Source: an optimization exercise on an open RTL-to-GDS flow (aim: small area, a short achievable clock period and few clock cycles). Production flows keep margins and buffers that such runs may drop. Only the layout flow was run in this run; the RTL was not checked for function there.

==> design/flow/constraint.sdc <==
create_clock -name core_clock -period 9.0 [get_ports {clk}]
set_input_delay 1.8000 -clock core_clock [delete_from_list [all_inputs] [get_ports {clk}]]
set_output_delay 1.8000 -clock core_clock [all_outputs]
set_load 0.01 [all_outputs]
==> design/flow/flow/run.sh <==
#!/bin/bash
# The standard layout, with the port buffers made of the smallest buffer
# cell instead of the delay buffer that buffer_ports picks by default.
set -e
export BUFFER_PORTS_ARGS="-buffer_cell sky130_fd_sc_hd__buf_1"
bash standard.sh > standard.log 2>&1
==> design/flow/config.mk <==
export PLATFORM = sky130hd
export DESIGN_NAME = pxe_core
export DESIGN_NICKNAME = pxe_core
export VERILOG_FILES = /design/flow/design.v
export SDC_FILE = /design/flow/constraint.sdc
export NUM_CORES = 4
export LEC_CHECK = 0
export ABC_AREA = 1
export CAP_MARGIN = 20
export CORE_MARGIN = 2
export CORE_UTILIZATION = 40
export SETUP_SLACK_MARGIN = 4.0
export SLEW_MARGIN = 20
==> design/flow/standard.sh <==
#!/bin/bash
# synth_recipe.tcl (not shown) runs the flow's synth.tcl, then flattens the netlist and writes it again
# the make line also repeats each setting of config.mk as NAME=value (left out here)
make -C /OpenROAD-flow-scripts/flow DESIGN_CONFIG=/design/flow/config.mk WORK_HOME=/design/flow/orfs CLKGATE_MAP_FILE= SYNTH_SCRIPT=/design/flow/synth_recipe.tcl "${@:-finish}"
==> design/flow/design.v <==
module pxe_core (
    input  wire        clk,
    input  wire        rst,
    input  wire        cmd_valid,
    output wire        cmd_ready,
    input  wire [4:0]  cmd_op,
    input  wire [31:0] cmd_key,
    input  wire [15:0] cmd_height,
    input  wire [15:0] cmd_width,
    input  wire        in_valid,
    output wire        in_ready,
    input  wire [23:0] in_data,
    output wire        out_valid,
    input  wire        out_ready,
    output wire [23:0] out_data,
    output wire        mem_ren_a,
    output wire [9:0]  mem_raddr_a,
    input  wire [31:0] mem_rdata_a,
    output wire        mem_ren_b,
    output wire [9:0]  mem_raddr_b,
    input  wire [31:0] mem_rdata_b,
    output wire        mem_we,
    output wire [9:0]  mem_waddr,
    output wire [31:0] mem_wdata
);
    localparam [1:0] S_IDLE   = 2'd0,
                     S_RESEED = 2'd1,    
                     S_DRAW   = 2'd2,
                     S_MATH   = 2'd3;
    localparam [1:0] P_J1  = 2'd0,    
                     P_J2  = 2'd1,    
                     P_SMP = 2'd2;    
    reg [1:0]  state;
    reg        shuf;        
    reg        dec;
    reg [31:0] x;           
    reg [9:0]  cnt;         
    reg [9:0]  ra;          
    reg        msb;         
    reg        blk1;        
    reg        regen;       
    reg        d_valid;     
    reg        w_valid;     
    reg [7:0]  w8;          
    reg [15:0] wid, col, row;    
    reg [1:0]  phase;
    reg [1:0]  cp0, cp1, cp2;    
    reg [1:0]  bsel;        
    reg [23:0] out_reg;
    reg        out_v;
    wire [31:0] x_mix = x ^ {30'd0, x[31:30]};
    wire [31:0] x_inv = ~x_mix;
    wire [5:0] ms_hi = x_inv[5:0] + {x_inv[3:0], 2'd0} + {x_mix[0:0], 5'd0} + 6'd5;
    wire cs_s1 = 1'b1 ^ x_mix[15] ^ x_mix[13];
    wire cs_c2 = (1'b1 & x_mix[15]) | (1'b1 & x_mix[13]) | (x_mix[15] & x_mix[13]);
    wire cs_s3 = x_mix[16] ^ x_mix[14] ^ x_mix[7];
    wire cs_c4 = (x_mix[16] & x_mix[14]) | (x_mix[16] & x_mix[7]) | (x_mix[14] & x_mix[7]);
    wire cs_s5 = x_mix[17] ^ x_mix[15] ^ x_mix[8];
    wire cs_c6 = (x_mix[17] & x_mix[15]) | (x_mix[17] & x_mix[8]) | (x_mix[15] & x_mix[8]);
    wire cs_s7 = x_mix[18] ^ x_mix[16] ^ x_mix[9];
    wire cs_c8 = (x_mix[18] & x_mix[16]) | (x_mix[18] & x_mix[9]) | (x_mix[16] & x_mix[9]);
    wire cs_s9 = x_mix[19] ^ x_mix[17] ^ x_mix[10];
    wire cs_c10 = (x_mix[19] & x_mix[17]) | (x_mix[19] & x_mix[10]) | (x_mix[17] & x_mix[10]);
    wire cs_s11 = x_mix[8] ^ x_mix[0];
    wire cs_c12 = x_mix[8] & x_mix[0];
    wire cs_s13 = x_mix[20] ^ x_mix[18] ^ x_mix[11];
    wire cs_c14 = (x_mix[20] & x_mix[18]) | (x_mix[20] & x_mix[11]) | (x_mix[18] & x_mix[11]);
    wire cs_s15 = x_mix[9] ^ x_mix[1] ^ x_inv[15];
    wire cs_c16 = (x_mix[9] & x_mix[1]) | (x_mix[9] & x_inv[15]) | (x_mix[1] & x_inv[15]);
    wire cs_s17 = x_mix[21] ^ x_mix[19] ^ x_mix[12];
    wire cs_c18 = (x_mix[21] & x_mix[19]) | (x_mix[21] & x_mix[12]) | (x_mix[19] & x_mix[12]);
    wire cs_s19 = x_mix[10] ^ x_mix[2] ^ x_inv[16];
    wire cs_c20 = (x_mix[10] & x_mix[2]) | (x_mix[10] & x_inv[16]) | (x_mix[2] & x_inv[16]);
    wire cs_s21 = x_mix[22] ^ x_mix[20] ^ x_mix[13];
    wire cs_c22 = (x_mix[22] & x_mix[20]) | (x_mix[22] & x_mix[13]) | (x_mix[20] & x_mix[13]);
    wire cs_s23 = x_mix[11] ^ x_mix[3] ^ x_inv[17];
    wire cs_c24 = (x_mix[11] & x_mix[3]) | (x_mix[11] & x_inv[17]) | (x_mix[3] & x_inv[17]);
    wire cs_s25 = x_mix[23] ^ x_mix[21] ^ x_mix[14];
    wire cs_c26 = (x_mix[23] & x_mix[21]) | (x_mix[23] & x_mix[14]) | (x_mix[21] & x_mix[14]);
    wire cs_s27 = x_mix[12] ^ x_mix[4] ^ x_inv[18];
    wire cs_c28 = (x_mix[12] & x_mix[4]) | (x_mix[12] & x_inv[18]) | (x_mix[4] & x_inv[18]);
    wire cs_s29 = x_mix[24] ^ x_mix[22] ^ x_mix[15];
    wire cs_c30 = (x_mix[24] & x_mix[22]) | (x_mix[24] & x_mix[15]) | (x_mix[22] & x_mix[15]);
    wire cs_s31 = x_mix[13] ^ x_mix[5] ^ x_inv[19];
    wire cs_c32 = (x_mix[13] & x_mix[5]) | (x_mix[13] & x_inv[19]) | (x_mix[5] & x_inv[19]);
    wire cs_s33 = x_mix[25] ^ x_mix[23] ^ x_mix[16];
    wire cs_c34 = (x_mix[25] & x_mix[23]) | (x_mix[25] & x_mix[16]) | (x_mix[23] & x_mix[16]);
    wire cs_s35 = x_mix[14] ^ x_mix[6] ^ x_inv[20];
    wire cs_c36 = (x_mix[14] & x_mix[6]) | (x_mix[14] & x_inv[20]) | (x_mix[6] & x_inv[20]);
    wire cs_s37 = x_mix[26] ^ x_mix[24] ^ x_mix[17];
    wire cs_c38 = (x_mix[26] & x_mix[24]) | (x_mix[26] & x_mix[17]) | (x_mix[24] & x_mix[17]);
    wire cs_s39 = x_mix[15] ^ x_mix[7] ^ x_inv[21];
    wire cs_c40 = (x_mix[15] & x_mix[7]) | (x_mix[15] & x_inv[21]) | (x_mix[7] & x_inv[21]);
    wire cs_s41 = x_inv[19] ^ x_inv[11];
    wire cs_c42 = x_inv[19] & x_inv[11];
    wire cs_s43 = x_mix[27] ^ x_mix[25] ^ x_mix[18];
    wire cs_c44 = (x_mix[27] & x_mix[25]) | (x_mix[27] & x_mix[18]) | (x_mix[25] & x_mix[18]);
    wire cs_s45 = x_mix[16] ^ x_mix[8] ^ x_inv[22];
    wire cs_c46 = (x_mix[16] & x_mix[8]) | (x_mix[16] & x_inv[22]) | (x_mix[8] & x_inv[22]);
    wire cs_s47 = x_inv[20] ^ x_inv[12] ^ ms_hi[1];
    wire cs_c48 = (x_inv[20] & x_inv[12]) | (x_inv[20] & ms_hi[1]) | (x_inv[12] & ms_hi[1]);
    wire cs_s49 = x_mix[28] ^ x_mix[26] ^ x_mix[19];
    wire cs_c50 = (x_mix[28] & x_mix[26]) | (x_mix[28] & x_mix[19]) | (x_mix[26] & x_mix[19]);
    wire cs_s51 = x_mix[17] ^ x_mix[9] ^ x_inv[23];
    wire cs_c52 = (x_mix[17] & x_mix[9]) | (x_mix[17] & x_inv[23]) | (x_mix[9] & x_inv[23]);
    wire cs_s53 = x_inv[21] ^ x_inv[13] ^ ms_hi[2];
    wire cs_c54 = (x_inv[21] & x_inv[13]) | (x_inv[21] & ms_hi[2]) | (x_inv[13] & ms_hi[2]);
    wire cs_s55 = x_mix[29] ^ x_mix[27] ^ x_mix[20];
    wire cs_c56 = (x_mix[29] & x_mix[27]) | (x_mix[29] & x_mix[20]) | (x_mix[27] & x_mix[20]);
    wire cs_s57 = x_mix[18] ^ x_mix[10] ^ x_inv[24];
    wire cs_c58 = (x_mix[18] & x_mix[10]) | (x_mix[18] & x_inv[24]) | (x_mix[10] & x_inv[24]);
    wire cs_s59 = x_inv[22] ^ x_inv[14] ^ ms_hi[3];
    wire cs_c60 = (x_inv[22] & x_inv[14]) | (x_inv[22] & ms_hi[3]) | (x_inv[14] & ms_hi[3]);
    wire cs_s61 = x_mix[30] ^ x_mix[28] ^ x_mix[21];
    wire cs_c62 = (x_mix[30] & x_mix[28]) | (x_mix[30] & x_mix[21]) | (x_mix[28] & x_mix[21]);
    wire cs_s63 = x_mix[19] ^ x_mix[11] ^ x_inv[25];
    wire cs_c64 = (x_mix[19] & x_mix[11]) | (x_mix[19] & x_inv[25]) | (x_mix[11] & x_inv[25]);
    wire cs_s65 = x_inv[23] ^ x_inv[15] ^ ms_hi[4];
    wire cs_c66 = (x_inv[23] & x_inv[15]) | (x_inv[23] & ms_hi[4]) | (x_inv[15] & ms_hi[4]);
    wire cs_s67 = x_mix[31] ^ x_mix[29] ^ x_mix[22];
    wire cs_s69 = x_mix[20] ^ x_mix[12] ^ x_inv[26];
    wire cs_s71 = x_inv[24] ^ x_inv[16] ^ ms_hi[5];
    wire cs_s73 = 1'b1 ^ cnt[5];
    wire cs_c74 = 1'b1 & cnt[5];
    wire cs_s75 = cnt[6] ^ x_mix[6];
    wire cs_c76 = cnt[6] & x_mix[6];
    wire cs_s77 = 1'b1 ^ cnt[7] ^ x_mix[7];
    wire cs_c78 = (1'b1 & cnt[7]) | (1'b1 & x_mix[7]) | (cnt[7] & x_mix[7]);
    wire cs_s79 = x_mix[5] ^ x_inv[2];
    wire cs_c80 = x_mix[5] & x_inv[2];
    wire cs_s81 = cnt[8] ^ x_mix[8] ^ x_mix[6];
    wire cs_c82 = (cnt[8] & x_mix[8]) | (cnt[8] & x_mix[6]) | (x_mix[8] & x_mix[6]);
    wire cs_s83 = x_inv[3] ^ x_inv[1];
    wire cs_c84 = x_inv[3] & x_inv[1];
    wire cs_s85 = cnt[9] ^ x_mix[9] ^ x_mix[7];
    wire cs_c86 = (cnt[9] & x_mix[9]) | (cnt[9] & x_mix[7]) | (x_mix[9] & x_mix[7]);
    wire cs_s87 = x_mix[0] ^ x_inv[4] ^ x_inv[2];
    wire cs_c88 = (x_mix[0] & x_inv[4]) | (x_mix[0] & x_inv[2]) | (x_inv[4] & x_inv[2]);
    wire cs_s89 = x_mix[10] ^ x_mix[8] ^ x_mix[1];
    wire cs_c90 = (x_mix[10] & x_mix[8]) | (x_mix[10] & x_mix[1]) | (x_mix[8] & x_mix[1]);
    wire cs_s91 = x_inv[5] ^ x_inv[3];
    wire cs_c92 = x_inv[5] & x_inv[3];
    wire cs_s93 = x_mix[11] ^ x_mix[9] ^ x_mix[2];
    wire cs_c94 = (x_mix[11] & x_mix[9]) | (x_mix[11] & x_mix[2]) | (x_mix[9] & x_mix[2]);
    wire cs_s95 = x_mix[0] ^ x_inv[6] ^ x_inv[4];
    wire cs_c96 = (x_mix[0] & x_inv[6]) | (x_mix[0] & x_inv[4]) | (x_inv[6] & x_inv[4]);
    wire cs_s97 = x_mix[12] ^ x_mix[10] ^ x_mix[3];
    wire cs_c98 = (x_mix[12] & x_mix[10]) | (x_mix[12] & x_mix[3]) | (x_mix[10] & x_mix[3]);
    wire cs_s99 = x_mix[1] ^ x_inv[7] ^ x_inv[5];
    wire cs_c100 = (x_mix[1] & x_inv[7]) | (x_mix[1] & x_inv[5]) | (x_inv[7] & x_inv[5]);
    wire cs_s101 = x_mix[13] ^ x_mix[11] ^ x_mix[4];
    wire cs_c102 = (x_mix[13] & x_mix[11]) | (x_mix[13] & x_mix[4]) | (x_mix[11] & x_mix[4]);
    wire cs_s103 = x_mix[2] ^ x_inv[8] ^ x_inv[6];
    wire cs_c104 = (x_mix[2] & x_inv[8]) | (x_mix[2] & x_inv[6]) | (x_inv[8] & x_inv[6]);
    wire cs_s105 = x_mix[14] ^ x_mix[12] ^ x_mix[5];
    wire cs_c106 = (x_mix[14] & x_mix[12]) | (x_mix[14] & x_mix[5]) | (x_mix[12] & x_mix[5]);
    wire cs_s107 = x_mix[3] ^ x_inv[9] ^ x_inv[7];
    wire cs_c108 = (x_mix[3] & x_inv[9]) | (x_mix[3] & x_inv[7]) | (x_inv[9] & x_inv[7]);
    wire cs_s109 = x_mix[6] ^ x_mix[4] ^ x_inv[10];
    wire cs_c110 = (x_mix[6] & x_mix[4]) | (x_mix[6] & x_inv[10]) | (x_mix[4] & x_inv[10]);
    wire cs_s111 = x_inv[8] ^ x_inv[0] ^ cs_s1;
    wire cs_c112 = (x_inv[8] & x_inv[0]) | (x_inv[8] & cs_s1) | (x_inv[0] & cs_s1);
    wire cs_s113 = x_mix[5] ^ x_inv[11] ^ x_inv[9];
    wire cs_c114 = (x_mix[5] & x_inv[11]) | (x_mix[5] & x_inv[9]) | (x_inv[11] & x_inv[9]);
    wire cs_s115 = x_inv[1] ^ cs_c2 ^ cs_s3;
    wire cs_c116 = (x_inv[1] & cs_c2) | (x_inv[1] & cs_s3) | (cs_c2 & cs_s3);
    wire cs_s117 = x_mix[6] ^ x_inv[12] ^ x_inv[10];
    wire cs_c118 = (x_mix[6] & x_inv[12]) | (x_mix[6] & x_inv[10]) | (x_inv[12] & x_inv[10]);
    wire cs_s119 = x_inv[2] ^ cs_c4 ^ cs_s5;
    wire cs_c120 = (x_inv[2] & cs_c4) | (x_inv[2] & cs_s5) | (cs_c4 & cs_s5);
    wire cs_s121 = x_mix[7] ^ x_inv[13] ^ x_inv[11];
    wire cs_c122 = (x_mix[7] & x_inv[13]) | (x_mix[7] & x_inv[11]) | (x_inv[13] & x_inv[11]);
    wire cs_s123 = x_inv[3] ^ cs_c6 ^ cs_s7;
    wire cs_c124 = (x_inv[3] & cs_c6) | (x_inv[3] & cs_s7) | (cs_c6 & cs_s7);
    wire cs_s125 = x_inv[14] ^ x_inv[12] ^ x_inv[4];
    wire cs_c126 = (x_inv[14] & x_inv[12]) | (x_inv[14] & x_inv[4]) | (x_inv[12] & x_inv[4]);
    wire cs_s127 = cs_s11 ^ cs_c8 ^ cs_s9;
    wire cs_c128 = (cs_s11 & cs_c8) | (cs_s11 & cs_s9) | (cs_c8 & cs_s9);
    wire cs_s129 = x_inv[13] ^ x_inv[5] ^ cs_c12;
    wire cs_c130 = (x_inv[13] & x_inv[5]) | (x_inv[13] & cs_c12) | (x_inv[5] & cs_c12);
    wire cs_s131 = cs_c10 ^ cs_s13 ^ cs_s15;
    wire cs_c132 = (cs_c10 & cs_s13) | (cs_c10 & cs_s15) | (cs_s13 & cs_s15);
    wire cs_s133 = x_inv[14] ^ x_inv[6] ^ cs_c14;
    wire cs_c134 = (x_inv[14] & x_inv[6]) | (x_inv[14] & cs_c14) | (x_inv[6] & cs_c14);
    wire cs_s135 = cs_s17 ^ cs_c16 ^ cs_s19;
    wire cs_c136 = (cs_s17 & cs_c16) | (cs_s17 & cs_s19) | (cs_c16 & cs_s19);
    wire cs_s137 = x_inv[15] ^ x_inv[7] ^ cs_c18;
    wire cs_c138 = (x_inv[15] & x_inv[7]) | (x_inv[15] & cs_c18) | (x_inv[7] & cs_c18);
    wire cs_s139 = cs_s21 ^ cs_c20 ^ cs_s23;
    wire cs_c140 = (cs_s21 & cs_c20) | (cs_s21 & cs_s23) | (cs_c20 & cs_s23);
    wire cs_s141 = x_inv[16] ^ x_inv[8] ^ cs_c22;
    wire cs_c142 = (x_inv[16] & x_inv[8]) | (x_inv[16] & cs_c22) | (x_inv[8] & cs_c22);
    wire cs_s143 = cs_s25 ^ cs_c24 ^ cs_s27;
    wire cs_c144 = (cs_s25 & cs_c24) | (cs_s25 & cs_s27) | (cs_c24 & cs_s27);
    wire cs_s145 = x_inv[17] ^ x_inv[9] ^ cs_c26;
    wire cs_c146 = (x_inv[17] & x_inv[9]) | (x_inv[17] & cs_c26) | (x_inv[9] & cs_c26);
    wire cs_s147 = cs_s29 ^ cs_c28 ^ cs_s31;
    wire cs_c148 = (cs_s29 & cs_c28) | (cs_s29 & cs_s31) | (cs_c28 & cs_s31);
    wire cs_s149 = x_inv[18] ^ x_inv[10] ^ cs_c30;
    wire cs_c150 = (x_inv[18] & x_inv[10]) | (x_inv[18] & cs_c30) | (x_inv[10] & cs_c30);
    wire cs_s151 = cs_s33 ^ cs_c32 ^ cs_s35;
    wire cs_c152 = (cs_s33 & cs_c32) | (cs_s33 & cs_s35) | (cs_c32 & cs_s35);
    wire cs_s153 = cs_s41 ^ cs_c34 ^ cs_s37;
    wire cs_c154 = (cs_s41 & cs_c34) | (cs_s41 & cs_s37) | (cs_c34 & cs_s37);
    wire cs_s155 = cs_c36 ^ cs_s39 ^ ms_hi[0];
    wire cs_c156 = (cs_c36 & cs_s39) | (cs_c36 & ms_hi[0]) | (cs_s39 & ms_hi[0]);
    wire cs_s157 = cs_c42 ^ cs_c38 ^ cs_s43;
    wire cs_c158 = (cs_c42 & cs_c38) | (cs_c42 & cs_s43) | (cs_c38 & cs_s43);
    wire cs_s159 = cs_c40 ^ cs_s45 ^ cs_s47;
    wire cs_c160 = (cs_c40 & cs_s45) | (cs_c40 & cs_s47) | (cs_s45 & cs_s47);
    wire cs_s161 = cs_c44 ^ cs_s49 ^ cs_c46;
    wire cs_c162 = (cs_c44 & cs_s49) | (cs_c44 & cs_c46) | (cs_s49 & cs_c46);
    wire cs_s163 = cs_s51 ^ cs_c48 ^ cs_s53;
    wire cs_c164 = (cs_s51 & cs_c48) | (cs_s51 & cs_s53) | (cs_c48 & cs_s53);
    wire cs_s165 = cs_c50 ^ cs_s55 ^ cs_c52;
    wire cs_c166 = (cs_c50 & cs_s55) | (cs_c50 & cs_c52) | (cs_s55 & cs_c52);
    wire cs_s167 = cs_s57 ^ cs_c54 ^ cs_s59;
    wire cs_c168 = (cs_s57 & cs_c54) | (cs_s57 & cs_s59) | (cs_c54 & cs_s59);
    wire cs_s169 = cs_c56 ^ cs_s61 ^ cs_c58;
    wire cs_c170 = (cs_c56 & cs_s61) | (cs_c56 & cs_c58) | (cs_s61 & cs_c58);
    wire cs_s171 = cs_s63 ^ cs_c60 ^ cs_s65;
    wire cs_c172 = (cs_s63 & cs_c60) | (cs_s63 & cs_s65) | (cs_c60 & cs_s65);
    wire cs_s173 = cs_c62 ^ cs_s67 ^ cs_c64;
    wire cs_s175 = cs_s69 ^ cs_c66 ^ cs_s71;
    wire cs_s177 = x_mix[5] ^ x_mix[3];
    wire cs_c178 = x_mix[5] & x_mix[3];
    wire cs_s179 = cs_c74 ^ x_mix[4] ^ x_inv[1];
    wire cs_c180 = (cs_c74 & x_mix[4]) | (cs_c74 & x_inv[1]) | (x_mix[4] & x_inv[1]);
    wire cs_s181 = x_inv[0] ^ cs_c76 ^ cs_s79;
    wire cs_c182 = (x_inv[0] & cs_c76) | (x_inv[0] & cs_s79) | (cs_c76 & cs_s79);
    wire cs_s183 = cs_c80 ^ cs_s83 ^ cs_c78;
    wire cs_c184 = (cs_c80 & cs_s83) | (cs_c80 & cs_c78) | (cs_s83 & cs_c78);
    wire cs_s185 = cs_c84 ^ cs_c82 ^ cs_s85;
    wire cs_c186 = (cs_c84 & cs_c82) | (cs_c84 & cs_s85) | (cs_c82 & cs_s85);
    wire cs_s187 = cs_s91 ^ cs_c86 ^ cs_s89;
    wire cs_c188 = (cs_s91 & cs_c86) | (cs_s91 & cs_s89) | (cs_c86 & cs_s89);
    wire cs_s189 = cs_c92 ^ cs_c90 ^ cs_s93;
    wire cs_c190 = (cs_c92 & cs_c90) | (cs_c92 & cs_s93) | (cs_c90 & cs_s93);
    wire cs_s191 = cs_c94 ^ cs_s97 ^ cs_c96;
    wire cs_c192 = (cs_c94 & cs_s97) | (cs_c94 & cs_c96) | (cs_s97 & cs_c96);
    wire cs_s193 = cs_c98 ^ cs_s101 ^ cs_c100;
    wire cs_c194 = (cs_c98 & cs_s101) | (cs_c98 & cs_c100) | (cs_s101 & cs_c100);
    wire cs_s195 = cs_c102 ^ cs_s105 ^ cs_c104;
    wire cs_c196 = (cs_c102 & cs_s105) | (cs_c102 & cs_c104) | (cs_s105 & cs_c104);
    wire cs_s197 = cs_c106 ^ cs_c108 ^ cs_s109;
    wire cs_c198 = (cs_c106 & cs_c108) | (cs_c106 & cs_s109) | (cs_c108 & cs_s109);
    wire cs_s199 = cs_c110 ^ cs_s113 ^ cs_c112;
    wire cs_c200 = (cs_c110 & cs_s113) | (cs_c110 & cs_c112) | (cs_s113 & cs_c112);
    wire cs_s201 = cs_c114 ^ cs_s117 ^ cs_c116;
    wire cs_c202 = (cs_c114 & cs_s117) | (cs_c114 & cs_c116) | (cs_s117 & cs_c116);
    wire cs_s203 = cs_c118 ^ cs_s121 ^ cs_c120;
    wire cs_c204 = (cs_c118 & cs_s121) | (cs_c118 & cs_c120) | (cs_s121 & cs_c120);
    wire cs_s205 = cs_c122 ^ cs_s125 ^ cs_c124;
    wire cs_c206 = (cs_c122 & cs_s125) | (cs_c122 & cs_c124) | (cs_s125 & cs_c124);
    wire cs_s207 = cs_c126 ^ cs_s129 ^ cs_c128;
    wire cs_c208 = (cs_c126 & cs_s129) | (cs_c126 & cs_c128) | (cs_s129 & cs_c128);
    wire cs_s209 = cs_c130 ^ cs_s133 ^ cs_c132;
    wire cs_c210 = (cs_c130 & cs_s133) | (cs_c130 & cs_c132) | (cs_s133 & cs_c132);
    wire cs_s211 = cs_c134 ^ cs_s137 ^ cs_c136;
    wire cs_c212 = (cs_c134 & cs_s137) | (cs_c134 & cs_c136) | (cs_s137 & cs_c136);
    wire cs_s213 = cs_c138 ^ cs_s141 ^ cs_c140;
    wire cs_c214 = (cs_c138 & cs_s141) | (cs_c138 & cs_c140) | (cs_s141 & cs_c140);
    wire cs_s215 = cs_c142 ^ cs_s145 ^ cs_c144;
    wire cs_c216 = (cs_c142 & cs_s145) | (cs_c142 & cs_c144) | (cs_s145 & cs_c144);
    wire cs_s217 = cs_c146 ^ cs_s149 ^ cs_c148;
    wire cs_c218 = (cs_c146 & cs_s149) | (cs_c146 & cs_c148) | (cs_s149 & cs_c148);
    wire cs_s219 = cs_c150 ^ cs_s153 ^ cs_c152;
    wire cs_c220 = (cs_c150 & cs_s153) | (cs_c150 & cs_c152) | (cs_s153 & cs_c152);
    wire cs_s221 = cs_c154 ^ cs_s157 ^ cs_c156;
    wire cs_c222 = (cs_c154 & cs_s157) | (cs_c154 & cs_c156) | (cs_s157 & cs_c156);
    wire cs_s223 = cs_c158 ^ cs_s161 ^ cs_c160;
    wire cs_c224 = (cs_c158 & cs_s161) | (cs_c158 & cs_c160) | (cs_s161 & cs_c160);
    wire cs_s225 = cs_c162 ^ cs_s165 ^ cs_c164;
    wire cs_c226 = (cs_c162 & cs_s165) | (cs_c162 & cs_c164) | (cs_s165 & cs_c164);
    wire cs_s227 = cs_c166 ^ cs_s169 ^ cs_c168;
    wire cs_c228 = (cs_c166 & cs_s169) | (cs_c166 & cs_c168) | (cs_s169 & cs_c168);
    wire cs_s229 = cs_c170 ^ cs_s173 ^ cs_c172;
    wire cs_s231 = 1'b1 ^ cnt[0];
    wire cs_c232 = 1'b1 & cnt[0];
    wire cs_s233 = cnt[1] ^ x_mix[1];
    wire cs_c234 = cnt[1] & x_mix[1];
    wire cs_s235 = cnt[2] ^ x_mix[2] ^ x_mix[0];
    wire cs_c236 = (cnt[2] & x_mix[2]) | (cnt[2] & x_mix[0]) | (x_mix[2] & x_mix[0]);
    wire cs_s237 = cnt[3] ^ x_mix[3] ^ x_mix[1];
    wire cs_c238 = (cnt[3] & x_mix[3]) | (cnt[3] & x_mix[1]) | (x_mix[3] & x_mix[1]);
    wire cs_s239 = cnt[4] ^ x_mix[4] ^ x_mix[2];
    wire cs_c240 = (cnt[4] & x_mix[4]) | (cnt[4] & x_mix[2]) | (x_mix[4] & x_mix[2]);
    wire cs_s241 = cs_s73 ^ x_inv[0] ^ cs_s177;
    wire cs_c242 = (cs_s73 & x_inv[0]) | (cs_s73 & cs_s177) | (x_inv[0] & cs_s177);
    wire cs_s243 = cs_c178 ^ cs_s75 ^ cs_s179;
    wire cs_c244 = (cs_c178 & cs_s75) | (cs_c178 & cs_s179) | (cs_s75 & cs_s179);
    wire cs_s245 = cs_s77 ^ cs_c180 ^ cs_s181;
    wire cs_c246 = (cs_s77 & cs_c180) | (cs_s77 & cs_s181) | (cs_c180 & cs_s181);
    wire cs_s247 = cs_s81 ^ cs_c182 ^ cs_s183;
    wire cs_c248 = (cs_s81 & cs_c182) | (cs_s81 & cs_s183) | (cs_c182 & cs_s183);
    wire cs_s249 = cs_s87 ^ cs_c184 ^ cs_s185;
    wire cs_c250 = (cs_s87 & cs_c184) | (cs_s87 & cs_s185) | (cs_c184 & cs_s185);
    wire cs_s251 = cs_c88 ^ cs_c186 ^ cs_s187;
    wire cs_c252 = (cs_c88 & cs_c186) | (cs_c88 & cs_s187) | (cs_c186 & cs_s187);
    wire cs_s253 = cs_s95 ^ cs_c188 ^ cs_s189;
    wire cs_c254 = (cs_s95 & cs_c188) | (cs_s95 & cs_s189) | (cs_c188 & cs_s189);
    wire cs_s255 = cs_s99 ^ cs_c190 ^ cs_s191;
    wire cs_c256 = (cs_s99 & cs_c190) | (cs_s99 & cs_s191) | (cs_c190 & cs_s191);
    wire cs_s257 = cs_s103 ^ cs_c192 ^ cs_s193;
    wire cs_c258 = (cs_s103 & cs_c192) | (cs_s103 & cs_s193) | (cs_c192 & cs_s193);
    wire cs_s259 = cs_s107 ^ cs_c194 ^ cs_s195;
    wire cs_c260 = (cs_s107 & cs_c194) | (cs_s107 & cs_s195) | (cs_c194 & cs_s195);
    wire cs_s261 = cs_s111 ^ cs_c196 ^ cs_s197;
    wire cs_c262 = (cs_s111 & cs_c196) | (cs_s111 & cs_s197) | (cs_c196 & cs_s197);
    wire cs_s263 = cs_s115 ^ cs_c198 ^ cs_s199;
    wire cs_c264 = (cs_s115 & cs_c198) | (cs_s115 & cs_s199) | (cs_c198 & cs_s199);
    wire cs_s265 = cs_s119 ^ cs_c200 ^ cs_s201;
    wire cs_c266 = (cs_s119 & cs_c200) | (cs_s119 & cs_s201) | (cs_c200 & cs_s201);
    wire cs_s267 = cs_s123 ^ cs_c202 ^ cs_s203;
    wire cs_c268 = (cs_s123 & cs_c202) | (cs_s123 & cs_s203) | (cs_c202 & cs_s203);
    wire cs_s269 = cs_s127 ^ cs_c204 ^ cs_s205;
    wire cs_c270 = (cs_s127 & cs_c204) | (cs_s127 & cs_s205) | (cs_c204 & cs_s205);
    wire cs_s271 = cs_s131 ^ cs_c206 ^ cs_s207;
    wire cs_c272 = (cs_s131 & cs_c206) | (cs_s131 & cs_s207) | (cs_c206 & cs_s207);
    wire cs_s273 = cs_s135 ^ cs_c208 ^ cs_s209;
    wire cs_c274 = (cs_s135 & cs_c208) | (cs_s135 & cs_s209) | (cs_c208 & cs_s209);
    wire cs_s275 = cs_s139 ^ cs_c210 ^ cs_s211;
    wire cs_c276 = (cs_s139 & cs_c210) | (cs_s139 & cs_s211) | (cs_c210 & cs_s211);
    wire cs_s277 = cs_s143 ^ cs_c212 ^ cs_s213;
    wire cs_c278 = (cs_s143 & cs_c212) | (cs_s143 & cs_s213) | (cs_c212 & cs_s213);
    wire cs_s279 = cs_s147 ^ cs_c214 ^ cs_s215;
    wire cs_c280 = (cs_s147 & cs_c214) | (cs_s147 & cs_s215) | (cs_c214 & cs_s215);
    wire cs_s281 = cs_s151 ^ cs_c216 ^ cs_s217;
    wire cs_c282 = (cs_s151 & cs_c216) | (cs_s151 & cs_s217) | (cs_c216 & cs_s217);
    wire cs_s283 = cs_s155 ^ cs_c218 ^ cs_s219;
    wire cs_c284 = (cs_s155 & cs_c218) | (cs_s155 & cs_s219) | (cs_c218 & cs_s219);
    wire cs_s285 = cs_c220 ^ cs_s221 ^ cs_s159;
    wire cs_c286 = (cs_c220 & cs_s221) | (cs_c220 & cs_s159) | (cs_s221 & cs_s159);
    wire cs_s287 = cs_c222 ^ cs_s163 ^ cs_s223;
    wire cs_c288 = (cs_c222 & cs_s163) | (cs_c222 & cs_s223) | (cs_s163 & cs_s223);
    wire cs_s289 = cs_s167 ^ cs_c224 ^ cs_s225;
    wire cs_c290 = (cs_s167 & cs_c224) | (cs_s167 & cs_s225) | (cs_c224 & cs_s225);
    wire cs_s291 = cs_s171 ^ cs_c226 ^ cs_s227;
    wire cs_c292 = (cs_s171 & cs_c226) | (cs_s171 & cs_s227) | (cs_c226 & cs_s227);
    wire cs_s293 = cs_s175 ^ cs_c228 ^ cs_s229;
    wire [31:0] ms_a = {cs_s293, cs_s291, cs_s289, cs_s287, cs_s285, cs_s283, cs_s281, cs_s279, cs_s277, cs_s275, cs_s273, cs_s271, cs_s269, cs_s267, cs_s265, cs_s263, cs_s261, cs_s259, cs_s257, cs_s255, cs_s253, cs_s251, cs_s249, cs_s247, cs_s245, cs_s243, cs_s241, cs_s239, cs_s237, cs_s235, cs_s233, x_mix[0]};
    wire [31:0] ms_b = {cs_c292, cs_c290, cs_c288, cs_c286, cs_c284, cs_c282, cs_c280, cs_c278, cs_c276, cs_c274, cs_c272, cs_c270, cs_c268, cs_c266, cs_c264, cs_c262, cs_c260, cs_c258, cs_c256, cs_c254, cs_c252, cs_c250, cs_c248, cs_c246, cs_c244, cs_c242, cs_c240, cs_c238, cs_c236, cs_c234, cs_c232, cs_s231};
    wire [31:0] x_next = ms_a + ms_b;
    wire        in_rs = (state == S_RESEED);
    wire [9:0]  rb = (ra >= 10'd228) ? ra - 10'd228 : ra + 10'd396;
    wire        raw  = in_rs && (cnt <= 10'd396);
    wire [31:0] op_a = regen ? x : (raw ? 32'd0 : mem_rdata_a);
    wire [31:0] op_b = in_rs ? x : mem_rdata_b;
    wire [31:0] tw   = op_b ^ {1'b0, msb && !raw, op_a[30:1]}
                       ^ (op_a[0] ? 32'h9908B0DF : 32'h0);
    function [31:0] temper;
        input [31:0] v;
        reg [31:0] t;
        begin
            t = v ^ (v >> 11);
            t = t ^ ((t << 7)  & 32'h9D2C5680);
            t = t ^ ((t << 15) & 32'hEFC60000);
            t = t ^ (t >> 18);
            temper = t;
        end
    endfunction
    wire [31:0] word = temper(tw);
    function [7:0] sel_byte;
        input [23:0] p;
        input [1:0]  k;
        begin
            case (k)
                2'd0:    sel_byte = p[7:0];
                2'd1:    sel_byte = p[15:8];
                default: sel_byte = p[23:16];
            endcase
        end
    endfunction
    wire [1:0] cp_b  = (bsel == 2'd0) ? cp0 : (bsel == 2'd1) ? cp1 : cp2;
    wire [1:0] src   = (shuf && !dec) ? cp_b : bsel;    
    wire [1:0] dst   = (shuf && dec)  ? cp_b : bsel;    
    wire [7:0] s_in  = sel_byte(in_data, src);
    wire        acc_nz  = (w8[6:0] <= 7'd99);
    wire [7:0]  s_inv   = s_in ^ {8{dec}};
    wire [9:0]  sum     = {2'b00, s_inv} + {3'b000, w8[6:0]} - 10'd50;
    wire [7:0]  clipped = (sum[9] ? 8'd0 : (sum[8] ? 8'd255 : sum[7:0])) ^ {8{dec}};
    wire [7:0]  res     = shuf ? clipped : (s_in ^ w8);
    wire [7:0]  k8  = x[7:0];
    wire [7:0]  mka = dec ? ~k8 : 8'd0;
    wire [7:0]  mkc = dec ? 8'hFF : k8;
    wire [7:0]  m_r0 = ((in_data[7:0]   ^ mka) + k8) ^ mkc;
    wire [7:0]  m_r1 = ((in_data[15:8]  ^ mka) + k8) ^ mkc;
    wire [7:0]  m_r2 = ((in_data[23:16] ^ mka) + k8) ^ mkc;
    wire out_free = !out_v || out_ready;
    wire in_draw  = (state == S_DRAW);
    wire in_math  = (state == S_MATH);
    wire smp_word = !shuf || (phase == P_SMP && acc_nz);
    wire consume  = w_valid && (!smp_word || (in_valid && out_free));
    wire put      = w_valid && smp_word && in_valid && out_free;    
    wire advance  = d_valid && (!w_valid || consume);
    wire room     = !d_valid || advance;
    wire last_col = (col == 16'd1);
    wire last_pix = last_col && (row == 16'd1);
    wire pix_done = (put && bsel == 2'd2) || (in_math && in_valid && out_free);
    wire reload   = d_valid && blk1 && (ra == 10'd397);
    wire issue    = !(pix_done && last_pix) && room && !reload &&
                    ((in_rs && cnt >= 10'd396) || in_draw);
    wire step     = in_rs ? (cnt < 10'd396 || (cnt == 10'd396 ? issue : advance))
                          : (regen && (cnt == 10'd396 || advance));
    wire [15:0] cr_dec = (last_col ? row : col) - 16'd1;
    assign cmd_ready = (state == S_IDLE);
    assign in_ready  = (w_valid && smp_word && bsel == 2'd2 && out_free) ||
                       (in_math && out_free);
    assign out_valid = out_v;
    assign out_data  = out_reg;
    assign mem_ren_a   = issue;
    assign mem_raddr_a = ra;
    assign mem_ren_b   = issue;
    assign mem_raddr_b = rb;
    assign mem_we      = raw || d_valid;
    assign mem_waddr   = raw ? cnt : (ra >= 10'd2 ? ra - 10'd2 : ra + 10'd622);
    assign mem_wdata   = tw;
    always @(posedge clk) begin
        if (rst) begin
            state   <= S_IDLE;
            d_valid <= 1'b0;
            w_valid <= 1'b0;
            out_v   <= 1'b0;
        end else begin
            if (out_ready)
                out_v <= 1'b0;
            if (pix_done)
                out_v <= 1'b1;
            if (advance) begin
                msb <= op_a[31];
                w8  <= word[7:0];
                if (ra == 10'd1)         
                    blk1 <= 1'b0;
                if (ra == 10'd0)         
                    regen <= 1'b0;
            end
            if (step) begin
                x   <= x_next;
                cnt <= cnt + 10'd1;
            end
            d_valid <= issue || (d_valid && !advance);
            if (issue)
                ra <= (ra == 10'd623) ? 10'd0 : ra + 10'd1;
            w_valid <= advance || (w_valid && !consume);
            if (consume && shuf) begin
                case (phase)
                    P_J1: begin
                        if (w8[1:0] != 2'd3) begin
                            cp0   <= w8[1:0];    
                            phase <= P_J2;
                        end
                    end
                    P_J2: begin
                        case ({cp0, w8[0]})
                            3'b000: begin cp0 <= 2'd1; cp1 <= 2'd2; cp2 <= 2'd0; end
                            3'b001: begin cp0 <= 2'd2; cp1 <= 2'd1; cp2 <= 2'd0; end
                            3'b010: begin cp0 <= 2'd2; cp1 <= 2'd0; cp2 <= 2'd1; end
                            3'b011: begin cp0 <= 2'd0; cp1 <= 2'd2; cp2 <= 2'd1; end
                            3'b100: begin cp0 <= 2'd1; cp1 <= 2'd0; cp2 <= 2'd2; end
                            default: begin cp0 <= 2'd0; cp1 <= 2'd1; cp2 <= 2'd2; end
                        endcase
                        phase <= P_SMP;
                    end
                    default: ;
                endcase
            end
            if (put) begin
                case (dst)
                    2'd0:    out_reg[7:0]   <= res;
                    2'd1:    out_reg[15:8]  <= res;
                    default: out_reg[23:16] <= res;
                endcase
                bsel <= (bsel == 2'd2) ? 2'd0 : bsel + 2'd1;
            end
            case (state)
                S_IDLE: begin
                    if (cmd_valid) begin
                        shuf   <= cmd_op[2];
                        dec    <= cmd_op[4];
                        x      <= cmd_key;
                        cnt    <= 10'd0;
                        ra     <= 10'd1;
                        blk1   <= 1'b1;
                        regen  <= 1'b0;
                        phase  <= P_J1;
                        bsel   <= 2'd0;
                        wid    <= cmd_width;
                        col    <= cmd_width;
                        row    <= cmd_height;
                        if (cmd_height == 16'd0 || cmd_width == 16'd0)
                            state <= S_IDLE;
                        else if (cmd_op[1])
                            state <= S_MATH;
                        else
                            state <= S_RESEED;
                    end
                end
                S_RESEED: begin
                    if (cnt == 10'd0)
                        msb <= x[31];
                    if (cnt == 10'd623 && advance)
                        state <= S_DRAW;
                end
                S_DRAW: begin
                    if (reload && advance) begin
                        x     <= mem_rdata_a;
                        cnt   <= 10'd396;
                        regen <= 1'b1;
                    end
                end
                S_MATH: begin
                    if (pix_done)
                        out_reg <= {m_r2, m_r1, m_r0};
                end
                default: state <= S_IDLE;
            endcase
            if (pix_done) begin
                if (last_pix) begin
                    state   <= S_IDLE;
                    d_valid <= 1'b0;
                    w_valid <= 1'b0;
                end else if (last_col) begin
                    col <= wid;
                    row <= cr_dec;
                end else begin
                    col <= cr_dec;
                end
            end
        end
    end
endmodule
==> summary.md <==
| Metric | Value |
|---|---|
| Initial antenna violation count | 4 |
| Mapped cell area | 0.01867 mm^2 |
| TritonCTS clock tree | built |
| RSZ-0062 raised after global routing | yes |
| Worst slew pin tran | roughly 1.1 ns |
| Number of global-route vias before repair | 18.19k |
| R2R Path End | x[31]$_DFFE_PN_ |
| Number of flip-flops under the largest register name | 32 |
| GRT Overall Usage | 29.87% |
| Relative slew slack | 25.28% |
| FF-to-FF setup slack | 3.82 ns |
| Max-slew violation count | 0 |
| FF+latch count, synth | 152 |
| Status | finished clean |
| Port buffer count | around 250 |
| Final wirelength | 72310 um |
| Area of the die | 0.04842 mm^2 |
| CTS root buffer | clkbuf_16 |
| Initial Util | 40.27% |
| Total congestion overflow | 0 |
| DRT iter0 DRCs | 1778 |
| CTS H-tree depth | 4 |
| Final design utilization | 47.13% |
| Max Clk Rate | 193.0 MHz |
| Core Box Area | roughly 0.046 mm^2 |
| Period utilisation layout | 57.57% |
| Fin Setup TNS | 0 ns |
| Hold crit path type | reg -> reg |
| CTS clk-pin slew, worst paths | 0.08 ns |
| Synth top area cells | edfxtp_1, fa_1, nand2_1 |
| Layout cell share with drive strength beyond 1 | 9.792% |
| Final min period | 5.181 ns |
| Max Root-Sink Buffers | 2 |
| Pre-antenna DRT Iters | 6 |
| Die width | between 200 and 250 um |
| Dominant synthesized flop cell | edfxtp_1 |
| Crit Path Category | reg -> reg |
| DR vias | 19.22k |
| Placer Congestion | 0.9464 |
| Setup violations, final | 0 |
| Post-synth top cells | nand2_1, inv_1, nand3_1, nor2_1, o21ai_0 |
| DP Worst Slack | roughly 3 ns |
| Antenna-violating nets left | 0 |
| Crit. Startpoint | x[30]$_DFFE_PN_ |
| WL/cell | 20.73 um |
| Number of core rows | 79 |
| Depth of the most critical reg-to-reg path | 24 |
| Sequential area share after synthesis | 24.18% |
| Post-synth net total | slightly below 3k |
| Drt drc | 0 |
| Hold WS | 0.5339 ns |
| Crit Reg-Reg Startpoint | x[30]$_DFFE_PN_ |
| Synth top area share | a little under a quarter |
| Maximum fanout along the worst path | 3 |
| Startpoint class of the critical path | register |
| CP required | 9.26 ns |
| Final Hold Fails | 0 |
| Yosys cell types | 65 |
| Worst Setup End Kind | register |
| Worst-skew pair later-pin latency | just over 0.5 ns |
| Fraction of registers with async set/reset | 0% |
| Post-synthesis cell count | 2578 |
| Largest net degree at the start of global routing | 73 |
| End point of the critical path | x[31]$_DFFE_PN_ |
| Final nets | 3241 |
| Die Y | roughly 220 um |
| Yosys top cell by area | edfxtp_1 |
| Worst Path Arrival | 5.44 ns |
| Num CTS Buffers | 17 |
| CTS Sinks | 152 |
| Most common cell in the netlist | nand2_1 |
| Syn Area/Cell | 7.242 um^2 |
| Post-synth EDFFs | 147 |
| DR vias/cell | between 5 and 6 |
| Fin worst setup slack | between 3 and 4 ns |
| Layout Skew | 0.01987 ns |
| Synth warnings | 1 |
| Detail Placement HPWL | 54580 um |
| Total of max-cap violations | 0 |
| I/O pin count | about 250 |
| First-pass GRT wire length | about 110000 um |
| Area growth from synthesis to layout | 17.02% |
[layout by cell type, fill, tap and decap left out, types with 6 or more instances in the layout]
cell type	count
a21oi_1	153
a22oi_1	16
a31oi_1	15
buf_1	251
buf_4	89
clkbuf_16	17
clkinvlp_4	12
edfxtp_1	147
fa_1	127
ha_1	71
ha_4	9
inv_1	422
inv_2	22
inv_6	7
mux2i_1	6
nand2_1	571
nand2_2	11
nand3_1	196
nand3_2	8
nand4_1	33
nor2_1	170
nor2_2	12
nor3_1	20
nor4_1	15
o211ai_1	21
o21ai_0	167
o21ai_1	17
o21bai_1	9
o221ai_1	8
o22ai_1	6
o31ai_1	10
or2_2	31
xnor2_1	42
xor2_1	64
[area by class of cell]
class | instances | area (um^2)
fillers | 4758 | 24510
clock inverters | 15 | 188.9
clock buffers | 17 | 425.4
multi-input cells | 1890 | 12500
inverters | 461 | 1779
flip-flops and latches | 152 | 4514
repair buffers | 345 | 1679
well taps | 607 | 759.5
diodes | 1 | 2.502
[worst max-delay path, stage by stage (launching register included)]
cell	delay [ns]
edfxtp_1	0.48
xnor2_2	0.21
buf_6	0.15
clkinvlp_4	0.17
buf_8	0.18
ha_1	0.18
inv_2	0.07
ha_4	0.21
xnor2_2	0.15
fa_1	0.48
inv_1	0.05
fa_2	0.33
inv_2	0.06
fa_1	0.42
fa_2	0.53
inv_1	0.08
ha_4	0.26
nand4_1	0.11
inv_2	0.07
a21oi_2	0.13
nand2_2	0.08
a31oi_4	0.23
xor2_1	0.10
o21ai_1	0.13
nand2_1	0.06
[logic make-up after synthesis]
| family | Yosys count | synth area share (%) |
|---|---|---|
| AND/OR/NAND/NOR | 1095 | 25.36 |
| buffers and inverters | 537 | 11.20 |
| AO/OA/AOI/OAI | 464 | 14.25 |
| adder cells (fa/ha/maj) | 212 | 19.43 |
| flip-flops | 152 | 24.18 |
| XOR/XNOR | 112 | 5.254 |
| multiplexers | 6 | 0.3217 |
[worst min-delay path by stage]
stage,to,cells past startpoint,slack (ns),from
4_1_cts,w_valid$_SDFF_PP0_,2,0.53,d_valid$_SDFF_PP0_
2_1_floorplan,w_valid$_SDFF_PP0_,2,0.48,d_valid$_SDFF_PP0_
6_report,w_valid$_SDFF_PP0_,2,0.53,d_valid$_SDFF_PP0_
3_5_place_dp,w_valid$_SDFF_PP0_,2,0.52,d_valid$_SDFF_PP0_
3_3_place_gp,w_valid$_SDFF_PP0_,2,0.51,d_valid$_SDFF_PP0_
5_1_grt,col[10]$_DFFE_PN_,2,0.56,wid[10]$_DFFE_PP_
[routing by layer]
layer	wire (um)	GRT usage, %	vias to the layer above	part of all wire, %
met4	2823	11.97	6	3.9
met3	7479	8.019	143	10
met5	34	0	-	0.047
met1	29710	39.23	9136	41
met2	32270	46.61	923	45
li1	-	-	9007	-
[through the flow]
step           area, um^2  instances
2_1_floorplan       18690       2578
3_3_place_gp        20190       3378
3_5_place_dp        20200       3379
4_1_cts             21360       3460
5_1_grt             21840       3487
6_report            21850       3488
[repair_timing]
item	4_1_cts	5_1_grt
hold buffers	0	0
setup buffers	48	27
hold endpoints to repair	0	0
gates cloned	1	0
pin swaps	7	22
gates resized for setup	37	70
endpoints found under the setup margin	70	50

## re-timing with driven ports
How much do the figures lean on ideal ports? The routed layout below was timed once more, with nothing changed but the port constraints. Step 1: set_driving_cell puts a clkbuf_16 on clk and a buf_2 on each other input, an assumption about the parent block. Step 2 moves the port delays by t, midway between the first and last clock arrival at a register: inputs arrive t later, outputs are due t later. That takes back most of the time a late clock gives input paths. Slacks: no drivers / after step 1 / after step 2; pairs: no drivers / after step 1.
t, ns: 0.555
setup slack, ns: 3.819 / 3.819 / 3.730
worst slew at a driven data input, ns: 0.11
After both steps setup and hold are still met in this run. The setup slack of this run moves by 0.000 ns with the drivers and by -0.089 ns with both steps.
